Background: an optimization exercise with open tools, aiming at small area, a short achievable clock period and few clock cycles. Do not read the settings as production practice.
The RTL was checked by simulation tests, not by an equivalence proof against the original design.
Power figures rest on the tool's default switching activity, not on a simulated workload.

## frame_rx
module frame_rx (
    input  wire        clk,
    input  wire        rst,
    input  wire        cmd_valid,
    output wire        cmd_ready,
    input  wire [15:0] cmd_word,
    input  wire [7:0]  rx_avail,
    input  wire        rx_err,
    input  wire        rx_valid,
    input  wire [7:0]  rx_data,
    output wire        rx_ready,
    output reg         rsp_valid,
    output reg  [1:0]  rsp_status,
    output reg  [31:0] rsp_data,
    output reg         ev_valid,
    output reg         ev_hdr,
    output reg  [7:0]  ev_port,
    output reg  [7:0]  ev_data
);
Size: ~1300 flip-flops, ~92 I/O pins, ~0.056 mm^2 of cells after synthesis.
==> flow/config.mk <==
export PLATFORM = sky130hd
export DESIGN_NAME = frame_rx
export DESIGN_NICKNAME = frame_rx
export VERILOG_FILES = /design/flow/design.v
export SDC_FILE = /design/flow/constraint.sdc
export NUM_CORES = 4
export LEC_CHECK = 0
export CAP_MARGIN = 20
export CORE_MARGIN = 2
export CORE_UTILIZATION = 55
export CTS_CLUSTER_DIAMETER = 120
export CTS_CLUSTER_SIZE = 24
export PLACE_DENSITY = 0.7
export SETUP_SLACK_MARGIN = 5
export SLEW_MARGIN = 20
export TNS_END_PERCENT = 100
==> flow/constraint.sdc <==
create_clock -name core_clock -period 10.0 [get_ports {clk}]
set_input_delay 2.0000 -clock core_clock [delete_from_list [all_inputs] [get_ports {clk}]]
set_output_delay 2.0000 -clock core_clock [all_outputs]
set_load 0.01 [all_outputs]
standard.sh (not shown) runs the stock make flow with config.mk's settings and CLKGATE_MAP_FILE= SYNTH_SCRIPT=/design/flow/synth_recipe.tcl, a recipe that flattens the netlist after the stock synthesis.
==> flow/flow/run.sh <==
#!/bin/bash
set -euo pipefail
bash standard.sh SETUP_SLACK_MARGIN=6.7 finish > std_flow.log 2>&1
Testbench counts at the start, summed over its fixed seeds: cycles 46,077.
Change:
--- a/flow/design.v
+++ b/flow/design.v
@@ -52,24 +52,24 @@
         reg [31:0] up;
         begin
             lo = {1'b0, c[6:0]} + {1'b0, a};
             up = inc32({7'd0, c[31:7]}, lo[7]);
             add7 = {up[24:0], lo[6:0]};
         end
     endfunction
     reg        busy;           
     reg        cmd_rdy;        
     reg        rd_act;         
     reg [6:0]  rd_left;
-    reg        clr_pend;
-    reg [15:0] reg_hi, reg_lo;  
+    reg        clr_pend, reg_pend;
+    reg [7:0]  reg_arg;
     reg [6:0]  free_r;         
     reg        rx_vq;
     reg [7:0]  rx_q;
     reg [7:0]  mem [0:63];
     reg [6:0]  wr;             
     reg [6:0]  cur;            
     reg [6:0]  head;           
     reg        behind;         
     reg        cb_ok;          
     reg [7:0]  cb;
     reg [6:0]  ra_c;           
@@ -101,23 +101,22 @@
     reg [31:0] ctr_rcv_msgs, ctr_rcv_bytes, ctr_dropped, ctr_crc_err;
     reg [31:0] ctr_size_err, ctr_trailer_err, ctr_no_receiver;
     reg [255:0] port_reg;
     wire [7:0] arg = cmd_word[15:8];
     wire is_process  = (cmd_word == 16'h0001);
     wire is_register = (cmd_word[7:0] == 8'h02);
     wire is_read     = (cmd_word[7:0] == 8'h03) && (arg < 8'd7);
     wire is_clear    = (cmd_word == 16'h0004);
     wire [6:0] take  = ({1'b0, rx_avail} < {1'b0, free_r}) ? rx_avail[6:0] : free_r;
     assign cmd_ready = cmd_rdy;
     assign rx_ready  = rd_act;
-    integer pi;
     wire [31:0] n_msgs  = clr_pend ? 32'd0 : inc32(ctr_rcv_msgs, i_msgs);
     wire [31:0] n_bytes = clr_pend ? 32'd0 : add7(ctr_rcv_bytes, a_bytes);
     wire [31:0] n_drop  = clr_pend ? 32'd0 : add7(ctr_dropped, a_drop);
     wire [31:0] n_crc   = clr_pend ? 32'd0 : inc32(ctr_crc_err, i_crc);
     wire [31:0] n_size  = clr_pend ? 32'd0 : inc32(ctr_size_err, i_size);
     wire [31:0] n_trl   = clr_pend ? 32'd0 : inc32(ctr_trailer_err, i_trl);
     wire [31:0] n_norx  = clr_pend ? 32'd0 : inc32(ctr_no_receiver, i_norx);
     reg [31:0] ctr_sel;
     always @(*) begin
         case (arg[2:0])
             3'd0: ctr_sel = ctr_rcv_msgs;
@@ -176,39 +175,39 @@
                               (rs == R_BODY && !last_r));
     wire early_fin = busy && rd_act && rx_valid && (rd_left == 7'd1) && !behind &&
                      calm_next && !q_next && (dl_next == 6'd0);
     wire fin = busy && !rd_act && !behind_next && !q_next && (dl_next == 6'd0);
     always @(posedge clk) begin
         if (rx_vq)
             mem[wr[5:0]] <= rx_q;
     end
     always @(posedge clk) begin
         rx_q <= rx_data;
         port_ok <= port_reg[h_port];
-        reg_lo <= 16'd1 << arg[3:0];
+        reg_arg <= arg;
         if (!(behind && cb_ok && !step)) begin
             if (ra_c == wr)
                 cb <= rx_q;
             else
                 cb <= rdata;
         end
     end
     always @(posedge clk) begin
         if (rst) begin
             busy <= 1'b0;
             cmd_rdy <= 1'b1;
             free_r <= 7'd64;
             rd_act <= 1'b0;
             rd_left <= 7'd0;
             clr_pend <= 1'b0;
-            reg_hi <= 16'd0;
+            reg_pend <= 1'b0;
             rx_vq <= 1'b0;
             wr <= 7'd0;
             cur <= 7'd0;
             head <= 7'd0;
             behind <= 1'b0;
             cb_ok <= 1'b0;
             ra_c <= 7'd0;
             rs <= R_SYNC;
             hold <= 1'b0;
             h5 <= 1'b0;
             t0_r <= 1'b0;
@@ -236,58 +235,57 @@
             rsp_status <= 2'd0;
             rsp_data <= 32'd0;
             ev_valid <= 1'b0;
             ev_hdr <= 1'b0;
             ev_port <= 8'd0;
             ev_data <= 8'd0;
         end else begin
             rsp_valid <= 1'b0;
             ev_valid <= 1'b0;
             ev_hdr <= 1'b0;
             clr_pend <= 1'b0;
-            reg_hi <= 16'd0;
+            reg_pend <= 1'b0;
             free_r <= (step && rs == R_SYNC && !(hold && hold_a5 && b_5a)) ?
                       7'd64 - (w_next - cur) : 7'd64 - (w_next - head);
-            for (pi = 0; pi < 256; pi = pi + 1)
-                if (reg_hi[pi / 16] && reg_lo[pi % 16])
-                    port_reg[pi] <= 1'b1;
+            if (reg_pend)
+                port_reg[reg_arg] <= 1'b1;
             i_msgs <= 1'b0;
             i_crc <= 1'b0;
             i_size <= 1'b0;
             i_trl <= 1'b0;
             i_norx <= 1'b0;
             a_drop <= 7'd0;
             a_bytes <= 7'd0;
             ctr_rcv_msgs <= n_msgs;
             ctr_rcv_bytes <= n_bytes;
             ctr_dropped <= n_drop;
             ctr_crc_err <= n_crc;
             ctr_size_err <= n_size;
             ctr_trailer_err <= n_trl;
             ctr_no_receiver <= n_norx;
             if (!busy) begin
-                rd_left <= take;       
                 if (cmd_valid) begin
                     rsp_data <= 32'd0;
                     rsp_status <= ST_OK;
                     if (is_process) begin
                         if (rx_err) begin
                             rsp_status <= ST_IO_ERROR;
                             rsp_valid <= 1'b1;
                         end else begin
                             busy <= 1'b1;
                             cmd_rdy <= 1'b0;
+                            rd_left <= take;
                             rd_act <= (take != 7'd0);
                         end
                     end else if (is_register) begin
-                        reg_hi <= 16'd1 << arg[7:4];
+                        reg_pend <= 1'b1;
                         rsp_valid <= 1'b1;
                     end else if (is_read) begin
                         rsp_data <= ctr_sel;
                         rsp_valid <= 1'b1;
                     end else if (is_clear) begin
                         clr_pend <= 1'b1;
                         rsp_valid <= 1'b1;
                     end else begin
                         rsp_status <= ST_ILLEGAL;
                         rsp_valid <= 1'b1;
                     end
The new run went through all stages and came out clean.
Non-clock buffer count is lower by 31.
Clock power shrinks by a few percent.
Global-route usage is lower by 1.9 points.
Maximum frequency fell by a few percent.
Via count is lower by a little under a tenth.
Sequential share of layout area went up by 1.2 points.
Die area drops by a few percent.
Setup slack degrades by 160 ps.
Critical path depth falls by 3.
Count of clock-buffer cells in the layout falls by 1.
Cell count fell by a few percent.
Design area drops by a few percent.
Testbench counts after the change, summed over its fixed seeds: cycles 46,077.

==> port drivers added, routing unchanged <==
Ports are ideal in the flow. The routed layouts listed here were re-timed in OpenROAD.
Step 1 sets driving cells, clkbuf_16 on the clock port and buf_2 on the other inputs (assumed; they add their load-dependent delay and slew).
Step 2, shift: input delay + t, output delay - t, t = (earliest + latest rising clock arrival at the registers) / 2. This alone moves slack from input paths to output paths.
a / b / c = ideal ports / drivers / drivers and shift; a / b = the first two.
run	t, ns	setup slack, ns	hold WS [ns]	latest minus earliest clock arrival (ns)	cell pins on the clock port's net
the first run	0.800	6.561 / 6.561 / 5.865	0.462 / 0.462 / 0.462	0.021 / 0.021	1
the second run	0.790	6.402 / 6.442 / 5.651	0.470 / 0.470 / 0.470	0.077 / 0.077	1
After both steps every run listed still meets setup and hold. For the second run, which loses most, drivers alone change the setup slack by +0.040 ns; drivers and shift together by -0.751 ns.
